Background: an optimization exercise with open tools, aiming at small area, a short achievable clock period and few clock cycles per item. Do not read the settings as production practice. Only simulation tests tie the RTL to the original design; equivalence was not proved. No activity file was given, so power comes from the tool's default toggle rates.

==> flow/design.v (outline; a module is shown in full before it is edited, if it fits) <==
// module mul16: 1386 lines
// module iwp_cmd_core: 440 lines
module iwp_cmd_core (
    input  wire        clk,
    input  wire        rst,
    input  wire        cmd_valid,
    output wire        cmd_ready,
    input  wire [7:0]  cmd_op,
    input  wire [31:0] cmd_arg0,
    input  wire [31:0] cmd_arg1,
    input  wire [31:0] cmd_arg2,
    input  wire [31:0] cmd_arg3,
    input  wire [63:0] cmd_now,
    output reg         rsp_valid,
    output reg  [31:0] rsp_q0,
    output wire [31:0] rsp_q1,
    output wire [31:0] rsp_q2,
    output wire [31:0] rsp_q3,
    output wire [7:0]  rsp_status
);
  // ...
==> flow/flow/run.sh <==
#!/bin/bash
# Layout flow: the standard ORFS flow (standard.sh, with its unchanged synthesis), changed
# only in how the layout is made:
#  - the port buffers are buf_4 cells instead of buffer_ports' default delay cell;
set -euo pipefail
export BUFFER_PORTS_ARGS="-buffer_cell sky130_fd_sc_hd__buf_4"
export SETUP_SLACK_MARGIN=17
bash standard.sh > standard.log 2>&1
==> flow/standard.sh <==
#!/bin/bash
# synth_recipe.tcl (not shown) runs the flow's synth.tcl, then flattens the netlist and writes it again
# the make line also repeats each setting of config.mk as NAME=value (left out here)
make -C /OpenROAD-flow-scripts/flow DESIGN_CONFIG=/design/flow/config.mk WORK_HOME=/design/flow/orfs CLKGATE_MAP_FILE= SYNTH_SCRIPT=/design/flow/synth_recipe.tcl "${@:-finish}"
==> flow/config.mk <==
export PLATFORM = sky130hd
export DESIGN_NAME = iwp_cmd_core
export DESIGN_NICKNAME = iwp_cmd_core
export VERILOG_FILES = /design/flow/design.v
export SDC_FILE = /design/flow/constraint.sdc
export NUM_CORES = 4
export LEC_CHECK = 0
export CAP_MARGIN = 20
export CORE_MARGIN = 2
export CORE_UTILIZATION = 40
export SLEW_MARGIN = 20
==> flow/constraint.sdc <==
create_clock -name core_clock -period 24.0 [get_ports {clk}]
set_input_delay 4.8000 -clock core_clock [delete_from_list [all_inputs] [get_ports {clk}]]
set_output_delay 4.8000 -clock core_clock [all_outputs]
set_load 0.01 [all_outputs]
==> notes.md, run 1 <==
htree depth=3; maximum clock frequency=145 MHz; # DRC=0; largest net degree at the start of global routing=89; status=timing/DRC/antenna clean; biggest regs=s_now x64, seq_last x64; initial antenna violation count=9; Yosys reg bits=610; Hold Vio Cnt, Final=0; Post-Synth Adder-Cell Area=16.7%; routed vias=47000; metal3 WL=22900 um; Initial Utilization=40.3%; clock buffer depth=3; Clock Sinks=610; Int Pwr=1.84 mW; Inverters=425; register area=13000 um2; Sw Ratio=29.2%; Seq area share=23.9%; Core ar.=120000 um2; combinational family with the most area after synthesis=compound AO/OA/AOI/OAI gates; FF-to-FF path depth=23; maxcap violations=0; M1 WL=83400 um; Seq/Total Area, Yosys=26.8%; worst-margin pin slew=1.23 ns; GP Congestion=1.05; Tcrit/Tclk final=28.8%; Bufs and invs on worst path=5; nets=6768; Final clock-cell share=4.43%; post_cts resized=38; cell mode on critical path=fa_1; Hold Slack=0.454 ns; Worst-Skew Late Latency=0.71 ns; HP Class=register to register; grt met1 use=43.2%; Total Wirelength=206000 um; DR iter-0 viols=6145; area share of the largest cell type after synthesis=22.3%; DRT antenna net count=0; worst setup path endpoint=q1[13]; mux cell area share after synthesis=2.38%
Testbench counts, summed over its fixed seeds: cycles 18,933, commands 16,000.
==> module iwp_cmd_core, before the edit <==
module iwp_cmd_core (
    input  wire        clk,
    input  wire        rst,
    input  wire        cmd_valid,
    output wire        cmd_ready,
    input  wire [7:0]  cmd_op,
    input  wire [31:0] cmd_arg0,
    input  wire [31:0] cmd_arg1,
    input  wire [31:0] cmd_arg2,
    input  wire [31:0] cmd_arg3,
    input  wire [63:0] cmd_now,
    output reg         rsp_valid,
    output reg  [31:0] rsp_q0,
    output wire [31:0] rsp_q1,
    output wire [31:0] rsp_q2,
    output wire [31:0] rsp_q3,
    output wire [7:0]  rsp_status
);
    localparam [1:0] STOPPED = 2'd0;
    localparam [1:0] PAUSED  = 2'd1;
    localparam [1:0] PLAYING = 2'd2;
    localparam [39:0] NT = 40'd999999999999;    
    localparam [20:0] NX = 21'd2000000;         
    reg  [15:0] q1;
    reg  [1:0]  q2;
    reg         st_nz, st_ref;
    assign rsp_q1     = {16'd0, q1};
    assign rsp_q2     = {30'd0, q2};
    assign rsp_q3     = 32'd0;
    assign rsp_status = {st_nz, st_nz, st_nz, st_ref, st_ref, st_ref, st_ref, st_ref};
    reg [1:0]  seq_state;
    reg [15:0] seq_index;
    reg [15:0] seq_n;
    reg        n_nz;             
    reg        seq_loop;
    reg [19:0] seq_fps;
    reg [13:0] seq_speed;
    reg [63:0] seq_last;
    reg [15:0] tx_maxdg;
    reg [31:0] tx_scan_hz;
    reg        tx_session;
    reg [31:0] tx_ndgram;
    reg [19:0] tx_period;
    reg        ready_q;
    reg        s_v;
    reg [7:0]  s_op;
    reg [31:0] s_a0;
    reg [15:0] s_a1, s_a2, s_a3;
    reg [15:0] s_rhi;            
    reg [63:0] s_now;
    reg        op_w2s, op_tx, op_upd, op_set;    
    reg        s_one;                            
    reg        s_triv;                           
    reg        s_open;                           
    reg        w2s_bad;
    assign cmd_ready = ready_q;
    reg         m_ph0, m_ph1;    
    reg         m_r;             
    reg         t_mul1, t_mul2, t_start, t_div;    
    reg  [33:0] rmul;            
    wire        r1 = m_r && t_mul1;
    wire        r2 = m_r && t_mul2;
    reg  [15:0] ma, mb;
    wire [33:0] madd = r2 ? {rmul[17:0], 16'd0} : 34'd0;
    wire [33:0] mp;
    mul16 u_mul (.a(ma), .b(mb), .c(madd), .p(mp));
    wire        w2s_bad0 = s_a2 == 16'd0 || s_a3 == 16'd0;
    wire [15:0] w2s_q0   = w2s_bad0 ? 16'd0 : mp[31:16];
    wire [15:0] w2s_q1   = w2s_bad  ? 16'd0 : mp[31:16];
    reg  [26:0] tf;              
    reg  [33:0] rem;
    reg  [4:0]  pos;             
    reg         nb;              
    reg         dmode;
    reg  [1:0]  txst;            
    reg         xq0;             
    wire [33:0] dd = dmode ? {14'd0, tx_scan_hz[19:0]} : rmul;
    function nbit(input md, input [4:0] p);
        nbit = md ? (p < 5'd21 && NX[p]) : NT[p];
    endfunction
    wire [4:0]  p1    = pos - 5'd1;
    wire [26:0] p1dec = 27'd1 << p1;
    wire [34:0] tr1   = {rem, nb};
    wire [35:0] df1   = {1'b0, tr1} - {2'd0, dd};
    wire        ge1   = !df1[35];
    wire [33:0] rem_n = ge1 ? df1[33:0] : tr1[33:0];
    wire [26:0] qset  = p1dec & {27{ge1}};
    wire        div_run = t_div || txst == 2'd1;
    reg  [5:0]  rb;              
    reg  [4:0]  hb;              
    integer i;
    always @(*) begin
        rb = 6'd0;
        for (i = 0; i < 34; i = i + 1) if (rmul[i]) rb = i + 1;
        hb = 5'd0;
        for (i = 0; i < 20; i = i + 1) if (s_a0[i]) hb = i + 1;
    end
    wire [4:0]  tnp   = 6'd41 - rb;               
    wire [33:0] tinit = NT >> tnp;
    wire [4:0]  xnp   = 5'd22 - hb;               
    wire [33:0] xinit = {13'd0, NX >> xnp};
    wire [19:0] per_r = tx_period + {19'd0, xq0 && (rem != 34'd0 || tx_period[0])};
    wire [26:0] tmask = t_div ? ~(27'h7ffffff << pos) :
                        (t_mul1 || t_mul2 || t_start) ? 27'h7ffffff : 27'd0;
    wire [26:0] qhi   = tf | tmask;
    wire [36:0] nh    = s_now[63:27];
    wire [36:0] lh    = seq_last[63:27];
    wire        h_neg = nh < lh;
    wire        h_eq0 = nh == lh;
    wire [37:0] h_a   = {1'b0, nh};
    wire [37:0] h_b   = {1'b1, ~lh};
    wire        h_eq1 = (h_a ^ h_b) == {h_a[36:0] | h_b[36:0], 1'b0};    
    wire        h_ge2 = !h_neg && !h_eq0 && !h_eq1;
    wire [28:0] xy    = {2'b00, s_now[26:0]} + {2'b11, ~seq_last[26:0]} + {2'b11, ~qhi} + 29'd1;
    wire [28:0] xn    = {2'b00, s_now[26:0]} + {2'b11, ~seq_last[26:0]} + {2'b11, ~tf} + 29'd1;
    wire        d_yes = h_ge2 || (h_eq1 && !(xy[28] && !xy[27])) || (h_eq0 && !xy[28]);
    wire        d_no  = h_neg || (h_eq1 && xn[28] && !xn[27]) || (h_eq0 && xn[28]);
    wire        playing = seq_state == PLAYING;
    wire        upd_go  = playing && n_nz;
    wire [16:0] idx_p1    = {1'b0, seq_index} + 17'd1;
    wire        adv_in    = idx_p1 < {1'b0, seq_n};
    wire [15:0] nm1       = seq_n - 16'd1;
    wire [15:0] adv_index = adv_in ? idx_p1[15:0] : (seq_loop ? 16'd0 : nm1);
    wire [1:0]  adv_state = (!adv_in && !seq_loop && playing) ? PAUSED : seq_state;
    wire        adv_chg   = adv_index != seq_index;
    wire [15:0] prev_index = (seq_index == 16'd0) ? nm1 : seq_index - 16'd1;
    wire [19:0] fps_c = (s_a0 < 32'd100) ? 20'd100 : (s_a0 > 32'd1000000) ? 20'd1000000 : s_a0[19:0];
    wire [13:0] spd_c = (s_a0 < 32'd100) ? 14'd100 : (s_a0 > 32'd10000) ? 14'd10000 : s_a0[13:0];
    wire [15:0] xa = s_a0[15:0];
    wire [15:0] xb = s_a1;
    wire        a_gt = xa > 16'd255;
    reg [31:0] rd_val;
    reg        rd_ok;
    always @(*) begin
        rd_ok  = 1'b1;
        rd_val = 32'd0;
        case (s_a0[7:0])
            8'h00: rd_val = {24'd0, rsp_status};
            8'h01: rd_val = rsp_q0;
            8'h02: rd_val = {16'd0, q1};
            8'h03: rd_val = {30'd0, q2};
            8'h04: rd_val = 32'd0;
            8'h08: rd_val = s_a0;
            8'h09: rd_val = {s_rhi, s_a1};
            8'h0A: rd_val = {s_rhi, s_a2};
            8'h0B: rd_val = {s_rhi, s_a3};
            8'h20: rd_val = {30'd0, seq_state};
            8'h21: rd_val = {16'd0, seq_index};
            8'h22: rd_val = {31'd0, seq_loop};
            8'h23: rd_val = {12'd0, seq_fps};
            8'h24: rd_val = {18'd0, seq_speed};
            8'h25: rd_val = seq_last[31:0];
            8'h26: rd_val = seq_last[63:32];
            8'h27: rd_val = {16'd0, seq_n};
            8'h30: rd_val = {16'd0, tx_maxdg};
            8'h31: rd_val = tx_scan_hz;
            8'h32: rd_val = {12'd0, tx_period};
            8'h33: rd_val = {31'd0, tx_session};
            8'h34: rd_val = tx_ndgram;
            8'h10, 8'h11, 8'h12,
            8'h40, 8'h41, 8'h42,
            8'h48, 8'h49, 8'h4A, 8'h4B, 8'h4C, 8'h4D, 8'h4E, 8'h4F, 8'h50,
            8'h60: rd_val = 32'd0;
            default: rd_ok = 1'b0;
        endcase
    end
    wire tx_fin  = s_v && op_tx && (s_triv || txst == 2'd2);
    wire upd_fin = !upd_go || d_yes || d_no;
    wire fin     = s_v && (op_w2s ? m_ph1 : op_tx ? (s_triv || txst == 2'd2) :
                           op_upd ? upd_fin : 1'b1);
    wire upd_adv = s_v && op_upd && upd_go && d_yes;
    wire tpend_n = (s_v && op_set) || t_mul1 || t_mul2 || t_start || (t_div && pos != 5'd1);
    wire play_n  = (playing || (s_v && s_one && s_op == 8'h41)) && (n_nz || (s_v && s_one && s_op == 8'h40));
    wire in_w2s  = cmd_op == 8'h12;
    wire in_mc   = in_w2s ||
                   ((cmd_op == 8'h30 || cmd_op == 8'h31) && cmd_arg0[31:20] == 12'd0) ||
                   (cmd_op == 8'h44 && tpend_n && play_n);
    wire will_fin = s_v && (m_ph0 || (op_tx && txst == 2'd1 && pos == 5'd1));
    reg  n_ph0, n_ph1;
    always @(*) begin
        if (ready_q) begin
            n_ph0 = cmd_valid && in_w2s;
            n_ph1 = 1'b0;
        end else begin
            n_ph0 = 1'b0;
            n_ph1 = m_ph0;
        end
    end
    reg [31:0] q0_n;
    reg        q0_we;
    always @(*) begin
        q0_we = 1'b1;
        q0_n  = 32'd0;
        case (s_op)
            8'h10, 8'h11: q0_n = {16'd0, ~xa[15], xa[14:0]};
            8'h13: q0_n = {16'd0, s_a0[7:0], s_a0[7:0]};
            8'h14: q0_n = {16'd0, a_gt ? {8'd0, xa[15:8]} : xa};
            8'h15: q0_n = {16'd0, s_a1[0] ? 16'd0 : a_gt ? xa : {xa[7:0], xa[7:0]}};
            8'h33: q0_n = {31'd0, tx_session};
            8'h40: q0_n = {16'd0, s_a0[15:0]};
            8'h41: q0_n = {30'd0, PLAYING};
            8'h42: q0_n = {30'd0, playing ? PAUSED : seq_state};
            8'h43: q0_n = 32'd0;
            8'h45: q0_n = {16'd0, n_nz ? adv_index : seq_index};
            8'h46: q0_n = {16'd0, n_nz ? prev_index : seq_index};
            8'h47: q0_n = {12'd0, fps_c};
            8'h48: q0_n = {18'd0, spd_c};
            8'h49: q0_n = {31'd0, s_a0[0]};
            8'h4A: q0_n = {16'd0, seq_index};
            8'h50: q0_n = rd_ok ? rd_val : 32'd0;
            default: q0_we = 1'b0;
        endcase
    end
    wire        t1_n  = (s_v && op_set) || (t_mul1 && !m_r);
    wire [19:0] fps_n = (s_v && op_set &&  s_op[0]) ? fps_c : seq_fps;
    wire [13:0] spd_n = (s_v && op_set && !s_op[0]) ? spd_c : seq_speed;
    always @(posedge clk) begin
        if (n_ph0) begin
            ma <= cmd_arg0[15:0];
            mb <= cmd_arg2[15:0];
        end else if (n_ph1) begin
            ma <= s_a1;
            mb <= s_a3;
        end else begin
            ma <= {2'd0, spd_n};
            mb <= t1_n ? {12'd0, fps_n[19:16]} : fps_n[15:0];
        end
    end
    always @(posedge clk) begin
        s_op  <= cmd_op;
        s_a0  <= cmd_arg0;
        s_a1  <= cmd_arg1[15:0];
        s_a2  <= cmd_arg2[15:0];
        s_a3  <= cmd_arg3[15:0];
        case (cmd_arg0[1:0])
            2'd1:    s_rhi <= cmd_arg1[31:16];
            2'd2:    s_rhi <= cmd_arg2[31:16];
            default: s_rhi <= cmd_arg3[31:16];
        endcase
        if (ready_q) begin
            op_w2s <= in_w2s;
            op_tx  <= cmd_op == 8'h30 || cmd_op == 8'h31;
            op_upd <= cmd_op == 8'h44;
            op_set <= cmd_op == 8'h47 || cmd_op == 8'h48;
            s_one  <= !(in_w2s || cmd_op == 8'h30 || cmd_op == 8'h31 || cmd_op == 8'h44);
            s_open <= cmd_op == 8'h30;
            s_triv <= cmd_arg0 == 32'd0 || cmd_arg0 > 32'd1000000;
            s_now  <= cmd_now;
        end
        if (m_ph0) w2s_bad <= w2s_bad0;
    end
    always @(posedge clk) begin
        if (rst) begin
            ready_q    <= 1'b1;
            s_v        <= 1'b0;
            m_ph0      <= 1'b0;
            m_ph1      <= 1'b0;
            m_r        <= 1'b1;
            t_mul1     <= 1'b0;
            t_mul2     <= 1'b0;
            t_start    <= 1'b0;
            t_div      <= 1'b0;
            txst       <= 2'd0;
            dmode      <= 1'b0;
            xq0        <= 1'b0;
            nb         <= 1'b0;
            pos        <= 5'd0;
            rem        <= 34'd0;
            rmul       <= 34'd30000000;
            tf         <= 27'd33333;
            seq_state  <= STOPPED;
            seq_index  <= 16'd0;
            seq_n      <= 16'd0;
            n_nz       <= 1'b0;
            seq_loop   <= 1'b1;
            seq_fps    <= 20'd30000;
            seq_speed  <= 14'd1000;
            seq_last   <= 64'd0;
            tx_maxdg   <= 16'd1023;
            tx_scan_hz <= 32'd0;
            tx_session <= 1'b0;
            tx_ndgram  <= 32'd0;
            tx_period  <= 20'd1;
            rsp_valid  <= 1'b0;
            rsp_q0     <= 32'd0;
            q1         <= 16'd0;
            q2         <= 2'd0;
            st_nz      <= 1'b0;
            st_ref     <= 1'b0;
        end else begin
            m_ph0 <= n_ph0;
            m_ph1 <= n_ph1;
            m_r   <= !(n_ph0 || n_ph1);
            if (ready_q) begin
                s_v     <= cmd_valid;
                ready_q <= !(cmd_valid && in_mc);
            end else if (fin) begin
                s_v     <= 1'b0;
                ready_q <= 1'b1;
            end else begin
                ready_q <= will_fin;
            end
            if (r1) begin
                rmul   <= mp;
                t_mul1 <= 1'b0;
                t_mul2 <= 1'b1;
            end
            if (r2) begin
                rmul    <= mp;
                t_mul2  <= 1'b0;
                t_start <= 1'b1;
            end
            if (t_start && txst == 2'd0) begin
                dmode   <= 1'b0;
                pos     <= tnp;
                nb      <= NT[tnp - 5'd1];
                rem     <= tinit;
                t_start <= 1'b0;
                t_div   <= 1'b1;
            end
            if (div_run) begin
                rem <= rem_n;
                pos <= p1;
                nb  <= nbit(dmode, pos - 5'd2);
                if (dmode) {tx_period, xq0} <= {tx_period, xq0} | qset[20:0];
                else       tf        <= tf | qset;
                if (pos == 5'd1) begin
                    if (dmode) txst  <= 2'd2;
                    else       t_div <= 1'b0;
                end
            end
            if (s_v && op_tx) begin
                if (txst == 2'd0) tx_scan_hz <= s_a0;
                if (s_triv) begin
                    tx_period <= 20'd1;
                end else if (txst == 2'd0) begin
                    if (t_start || (t_div && pos != 5'd1)) begin
                        t_start <= 1'b1;
                        t_div   <= 1'b0;
                        tf      <= 27'd0;
                    end
                    dmode     <= 1'b1;
                    pos       <= xnp;
                    nb        <= NX[xnp - 5'd1];
                    rem       <= xinit;
                    tx_period <= 20'd0;
                    xq0       <= 1'b0;
                    txst      <= 2'd1;
                end else if (txst == 2'd2) begin
                    tx_period <= per_r;
                    txst      <= 2'd0;
                end
            end
            if (tx_fin && (s_open || tx_session)) begin
                tx_ndgram  <= tx_ndgram + 32'd1;
                tx_session <= 1'b1;
            end
            rsp_valid <= fin;
            if (m_ph0)
                rsp_q0 <= {16'd0, w2s_q0};
            else if (tx_fin)
                rsp_q0 <= s_triv ? 32'd1 : {12'd0, per_r};
            else if (s_v && op_upd && fin)
                rsp_q0 <= {31'd0, upd_adv && adv_chg};
            else if (s_v && s_one && q0_we)
                rsp_q0 <= q0_n;
            if (m_ph1)
                q1 <= w2s_q1;
            else if (s_v && s_one && (s_op == 8'h10 || s_op == 8'h11))
                q1 <= 16'h8000 - xb;
            else if (s_v && op_upd && fin)
                q1 <= upd_adv ? adv_index : seq_index;
            else if (s_v && s_one && s_op == 8'h4A)
                q1 <= seq_n;
            if (fin) begin
                st_nz  <= 1'b0;
                st_ref <= 1'b0;
            end
            if (m_ph1 && w2s_bad) st_nz <= 1'b1;
            if (s_v && s_one) begin
                case (s_op)
                    8'h33: if (tx_session) begin
                        tx_session <= 1'b0;
                        tx_ndgram  <= tx_ndgram + 32'd1;
                    end
                    8'h34: begin
                        if (s_a0 >= 32'd11 && s_a0 <= 32'd65535)
                            tx_maxdg <= s_a0[15:0];
                        else
                            st_nz <= 1'b1;
                    end
                    8'h40: begin
                        seq_n     <= s_a0[15:0];
                        n_nz      <= s_a0[15:0] != 16'd0;
                        seq_index <= 16'd0;
                        seq_state <= STOPPED;
                    end
                    8'h41: if (!playing) begin
                        seq_state <= PLAYING;
                        seq_last  <= s_now;
                    end
                    8'h42: if (playing) seq_state <= PAUSED;
                    8'h43: begin
                        seq_state <= STOPPED;
                        seq_index <= 16'd0;
                    end
                    8'h45: if (n_nz) begin
                        seq_index <= adv_index;
                        seq_state <= adv_state;
                    end
                    8'h46: if (n_nz) seq_index <= prev_index;
                    8'h47: seq_fps   <= fps_c;
                    8'h48: seq_speed <= spd_c;
                    8'h49: seq_loop  <= s_a0[0];
                    8'h4A: q2 <= seq_state;
                    8'h50: if (!rd_ok) st_nz <= 1'b1;
                    8'h00, 8'h10, 8'h11, 8'h13, 8'h14, 8'h15: ;
                    default: begin
                        st_nz  <= 1'b1;
                        st_ref <= 1'b1;
                    end
                endcase
            end
            begin
                if (s_v && op_set) begin
                    t_mul1  <= 1'b1;
                    t_mul2  <= 1'b0;
                    t_start <= 1'b0;
                    t_div   <= 1'b0;
                    tf      <= 27'd0;
                end
            end
            if (upd_adv) begin
                seq_index <= adv_index;
                seq_state <= adv_state;
                seq_last  <= s_now;
            end
        end
    end
endmodule
==> run 2: changes to the inputs <==
--- a/flow/design.v
+++ b/flow/design.v
@@ -1499,6 +1499,7 @@
     wire        h_ge2 = !h_neg && !h_eq0 && !h_eq1;
-    wire [28:0] xy    = {2'b00, s_now[26:0]} + {2'b11, ~seq_last[26:0]} + {2'b11, ~qhi} + 29'd1;
-    wire [28:0] xn    = {2'b00, s_now[26:0]} + {2'b11, ~seq_last[26:0]} + {2'b11, ~tf} + 29'd1;
-    wire        d_yes = h_ge2 || (h_eq1 && !(xy[28] && !xy[27])) || (h_eq0 && !xy[28]);
-    wire        d_no  = h_neg || (h_eq1 && xn[28] && !xn[27]) || (h_eq0 && xn[28]);
+    wire        xy27, xy28, xn27, xn28;
+    sub3_top u_xy (.n(s_now[26:0]), .l(seq_last[26:0]), .q(qhi), .x27(xy27), .x28(xy28));
+    sub3_top u_xn (.n(s_now[26:0]), .l(seq_last[26:0]), .q(tf),  .x27(xn27), .x28(xn28));
+    wire        d_yes = h_ge2 || (h_eq1 && !(xy28 && !xy27)) || (h_eq0 && !xy28);
+    wire        d_no  = h_neg || (h_eq1 && xn28 && !xn27) || (h_eq0 && xn28);
     wire        playing = seq_state == PLAYING;
@@ -1748,4 +1749,4 @@
                 rsp_q0 <= s_triv ? 32'd1 : {12'd0, per_r};
-            else if (s_v && op_upd && fin)
-                rsp_q0 <= {31'd0, upd_adv && adv_chg};
+            else if (s_v && op_upd)
+                rsp_q0 <= {31'd0, upd_adv && adv_chg};    
             else if (s_v && s_one && q0_we)
@@ -1756,3 +1757,3 @@
                 q1 <= 16'h8000 - xb;
-            else if (s_v && op_upd && fin)
+            else if (s_v && op_upd)
                 q1 <= upd_adv ? adv_index : seq_index;
@@ -1826 +1827,35 @@
 endmodule
+module sub3_top (
+    input  wire [26:0] n,
+    input  wire [26:0] l,
+    input  wire [26:0] q,
+    output wire        x27,
+    output wire        x28
+);
+    wire [28:0] a = {2'b00, n};
+    wire [28:0] b = {2'b11, ~l};
+    wire [28:0] c = {2'b11, ~q};
+    wire [28:0] sm = a ^ b ^ c;
+    wire [28:0] cy = (a & b) | (a & c) | (b & c);
+    wire [28:0] u  = sm;
+    wire [28:0] v  = {cy[27:0], 1'b1};
+    wire [27:0] g0 = u[27:0] & v[27:0];
+    wire [27:0] p0 = u[27:0] | v[27:0];
+    wire [27:0] g1, p1, g2, p2, g3, p3, g4, p4, g5;
+    genvar k;
+    generate
+        for (k = 0; k < 28; k = k + 1) begin : ks
+            assign g1[k] = (k >= 1)  ? g0[k] | (p0[k] & g0[k-1])  : g0[k];
+            assign p1[k] = (k >= 1)  ? p0[k] & p0[k-1]            : p0[k];
+            assign g2[k] = (k >= 2)  ? g1[k] | (p1[k] & g1[k-2])  : g1[k];
+            assign p2[k] = (k >= 2)  ? p1[k] & p1[k-2]            : p1[k];
+            assign g3[k] = (k >= 4)  ? g2[k] | (p2[k] & g2[k-4])  : g2[k];
+            assign p3[k] = (k >= 4)  ? p2[k] & p2[k-4]            : p2[k];
+            assign g4[k] = (k >= 8)  ? g3[k] | (p3[k] & g3[k-8])  : g3[k];
+            assign p4[k] = (k >= 8)  ? p3[k] & p3[k-8]            : p3[k];
+            assign g5[k] = (k >= 16) ? g4[k] | (p4[k] & g4[k-16]) : g4[k];
+        end
+    endgenerate
+    assign x27 = u[27] ^ v[27] ^ g5[26];
+    assign x28 = u[28] ^ v[28] ^ g5[27];
+endmodule
--- a/flow/flow/run.sh
+++ b/flow/flow/run.sh
@@ -6,3 +6,3 @@
 export BUFFER_PORTS_ARGS="-buffer_cell sky130_fd_sc_hd__buf_4"
-export SETUP_SLACK_MARGIN=17
+export SETUP_SLACK_MARGIN=17.5
 bash standard.sh > standard.log 2>&1
==> notes.md, run 2 <==
status=timing/DRC/antenna clean (unchanged); nets=6722 (was 6768); GR Overflow Total=0 (unchanged); Num CTS Buffers=73 (was 71); synthesized cell area=47800 um2 (was 48300 um2); Yosys reg bits=610 (unchanged); most frequent cells in the layout=728 x nand2_1, 513 x dfxtp_1, 474 x a21oi_1 (was 683 x nand2_1, 514 x nor2_1, 513 x dfxtp_1); fin util=46.0% (was 45.3%); FF-to-FF path depth=15 (was 23); share of post-route cells with drive strength above 1=11.8% (was 11.0%); TritonRoute pass-1 iters=8 (was 10); maxcap violations=0 (unchanged); Gate Count Post-Synth=5895 (was 5965); maximum clock frequency=154 MHz (was 145 MHz); Port Buf Inserts=262 (unchanged); Die Wd=350 um (was 351 um); initial antenna violation count=9 (unchanged); Critical Path Start=seq_index[5] (was mb[2]); Worst-Skew Late Latency=0.69 ns (was 0.71 ns); slew margin rel.=14.3% (was 15.9%); DRT antenna net count=0 (unchanged); Core Rows=126 (was 127); Worst Setup Path Type=register to register (unchanged); Setup Skew=0.0567 ns (was 0.0507 ns); Clock Sinks=610 (unchanged); fin cells=7690 (was 7719); Seq/Total Area, Yosys=27.0% (was 26.8%); total power after layout=2.54 mW (was 2.60 mW); Bufs and invs on worst path=0 (was 5); Syn Area/Cell=8.12 um2 (was 8.09 um2); CP cell instances=and4_1 -> and4_1 -> nand3_1 -> nor2_1 -> xor2_1 -> ha_1 -> a21o_1 -> a211o_1 -> a211oi_1 -> nand2_1 -> mux2i_1 -> a2bb2o_1 -> nor4_1 -> a211oi_1 -> o2111a_1 (was and2_1 -> fa_1 -> fa_1 -> inv_1 -> fa_1 -> inv_1 -> fa_1 -> inv_1 -> fa_1 -> fa_1 -> inv_1 -> ha_4 -> o21ai_0 -> nand2b_1 -> a21oi_4 -> o311ai_4 -> a31oi_4 -> o31a_1 -> buf_4 -> nor2b_4 -> xnor2_4 -> a22oi_2 -> a311oi_1); Post-synth top cells=729 x nand2_1, 538 x dfxtp_1, 487 x nor2_1 (was 684 x nand2_1, 538 x dfxtp_1, 519 x nor2_1); chip height=350 um (was 351 um); area delta synth->final=13.7% (was 12.5%); worst-margin pin slew=1.28 ns (was 1.23 ns); DR iter-0 viols=6121 (was 6145); R2R Setup Slk=17.52 ns (was 17.10 ns); drt wl/cell=27.9 um (was 26.8 um); Unique masters post-synth=99 (was 115); setup violators final=0 (unchanged); TNS Setup=0 ns (unchanged); Worst Setup End Kind=register (unchanged); # DRC=0 (unchanged); Layout fillers=11800 (was 12100); Initial Utilization=40.4% (was 40.3%); Core ar.=118000 um2 (was 120000 um2); GP Congestion=1.04 (was 1.05); vias in the first global route=44900 (was 44200); number of synthesized flops with an enable pin=72 (unchanged); placed cells=7509 (was 7568); FFs w/ async S/R, synth=0% (unchanged); Required @ worst endpoint=24.53 ns (was 24.57 ns); slowest CP cell=mux2i_1 (was fa_1); cell taking the most area after synthesis=dfxtp_1 (unchanged); biggest regs=s_now x64, seq_last x64 (unchanged); CTS tree=done (unchanged); Slew Viols, Final=0 (unchanged); worst path arrival time=7.01 ns (was 7.47 ns); fin crit period=6.48 ns (was 6.90 ns); vias per cell=6.16 (was 6.09); Tcrit/Tclk final=27.0% (was 28.8%); Main synth FF type=dfxtp_1 (unchanged); HP Class=register to register (unchanged); Yosys warnings=1 (unchanged); count leader, synth=nand2_1 (unchanged); Power Dens Cells=46.8 nW/um2 (was 47.9 nW/um2); Clock transition at path regs=0.06 ns (about the same); Synth area leaders=dfxtp_1 23%, fa_1 11%, ha_1 5.8%, nand2_1 5.7%, a21oi_1 5.0% (was dfxtp_1 22%, fa_1 8.8%, ha_1 7.8%, nand2_1 5.3%, a21oi_1 5.1%); critical path depth=15 (was 23); hold depth=2 (unchanged); area share of the largest cell type after synthesis=22.5% (was 22.3%); Worst R2R Start=seq_index[5] (was mb[2]); Hold Vio Cnt, Final=0 (unchanged); routed vias=47300 (was 47000); first-pass GRT wire length=309000 um (was 299000 um); Reg2Reg Capture Point=rsp_q0[0] (was q1[13]); IO Pins=341 (unchanged); clk root buf=clkbuf_16 (unchanged); leakage power=22.1 nW (was 21.8 nW); maximum fanout along the worst path=15 (was 8); worst setup path endpoint=rsp_q0[0] (was q1[13]); RSZ-0062 raised after global routing=yes (unchanged); hpwl dp=164000 um (was 158000 um); GRT Total Usage=34.1% (was 32.6%); Crit path max-delay family=simple AND/OR/NAND/NOR gates (was adder cells); nature of the critical path startpoint=register (unchanged); largest net degree at the start of global routing=139 (was 89); Total Wirelength=215000 um (was 206000 um); CP max stage delay=0.77 ns (was 0.56 ns); clock buffer depth=3 (unchanged); Worst VDD drop=53.6 uV (was 59.0 uV); commonest non-fill, non-tap cell in the layout=nand2_1 (unchanged); htree depth=3 (unchanged); full die area=122000 um2 (was 123000 um2)
-- run 2: changes by cell type in the layout (fill, tap and decap cells not counted), sizes merged, moves of 26 or more --
cell / delta
xnor2: -31
ha: -79
fa: +53
inv: -26
nand2: +44
a22oi: -26
buf: +29
nor2: -35
-- run 2: worst min-delay path by stage --
stage / startpoint / slack [ns] / to
detailed placement: tx_scan_hz[23] / 0.45 / tx_scan_hz[23]
global placement: tx_scan_hz[23] / 0.45 / tx_scan_hz[23]
finish: tx_scan_hz[23] / 0.46 / tx_scan_hz[23]
floorplan: m_ph0 / 0.43 / w2s_bad
global route: tx_scan_hz[30] / 0.49 / tx_scan_hz[30]
CTS: tx_scan_hz[23] / 0.46 / tx_scan_hz[23]
-- run 2: repair_timing --
item	in CTS	in global routing
gates cloned	0	0
endpoints found under the setup margin	75	65
buffers inserted	16	29
hold buffers	0	0
resized for setup	69	66
pin swaps	17	66
-- run 2: cells by family (layout without fill, tap and decap cells) --
family / after synthesis / after routing / share of synthesized area [%]
simple gates: 2108 / 2108 / 20.9
compound gates: 1533 / 1533 / 21.2
buf+inv: 830 / 946 / 7.24
flops: 610 / 610 / 27.0
fa+ha+maj: 494 / 494 / 17.1
xor+xnor: 202 / 202 / 3.71
mux: 117 / 117 / 2.77
other cells: 1 / 80 / 0.00784
-- run 2: metrics by stage --
stage | setup slack (ns) | cell area (um2) | hold WS [ns]
global placement | 16.60 | 51100 | 0.448
floorplan | 17.51 | 48100 | 0.432
CTS | 17.49 | 53900 | 0.458
detailed placement | 16.48 | 51100 | 0.450
finish | 17.52 | 54400 | 0.456
global route | 17.45 | 54400 | 0.486
-- run 2: worst reg2reg max path, delay by kind of cell (launching register included) --
family,cells,cell delay [ns]
fa+ha+maj,1,0.28
xor+xnor,1,0.20
mux,1,0.77
simple gates,6,2.32
compound gates,6,2.08
flops,1,0.71
-- run 2: area by class of cell --
cell class              instances  area, um2  share of cell area (%)
well taps                    1600       2000                    3.68
inverters                     400       1500                    2.76
clock inverters                32        359                   0.660
repair buffers                413       3150                    5.79
clock buffers                 101       2090                    3.85
multi-input cells            4532      32300                    59.3
flip-flops and latches        610      13000                    23.9
diodes                          2       5.00                 0.00920
-- run 2: metal layers --
| layer | track usage, % | vias up | share of wire, % |
|---|---|---|---|
| met5 | 0 | - | 0.048 |
| met4 | 20.5 | 10 | 7.1 |
| met3 | 6.26 | 580 | 9.4 |
| met2 | 51.7 | 2701 | 43 |
| met1 | 45.2 | 23100 | 40 |
| li1 | - | 21000 | - |
-- run 2: report_power, final --
group	leakage (nW)	internal (mW)	switching, mW
Sequential	5.15	1.05	0.0282
Combinational	15.8	0.119	0.196
Clock	1.19	0.652	0.499
Total	22.1	1.82	0.724
Testbench counts of run 2, summed over its fixed seeds: cycles 18,933, commands 16,000.

re-timing with driven ports:
How much do the figures lean on ideal ports? The routed layouts below were timed once more, with nothing changed but the port constraints.
Step 1 assumes that a clkbuf_16 drives the clock port and a buf_2 every other input.
Step 2, shift: input delay + t, output delay - t, t = (earliest + latest rising clock arrival at the registers) / 2. This alone moves slack from input paths to output paths.
Three values: ideal ports, drivers, drivers and shift; two values: the first two.
| run | shift t [ns] | slack for setup (ns) | worst setup path at the end | worst register clock-pin slew, ns | worst data-port slew with drivers (ns) |
|---|---|---|---|---|---|
| run 1 | 0.760 | 17.099 / 17.099 / 16.422 | input to register | 0.07 / 0.07 | 0.06 |
| run 2 | 0.741 | 17.520 / 17.520 / 16.841 | input to register | 0.07 / 0.07 | 0.07 |
After both steps every run listed still meets setup and hold. For run 2, which loses most, drivers alone change the setup slack by 0.000 ns; drivers and shift together by -0.679 ns.
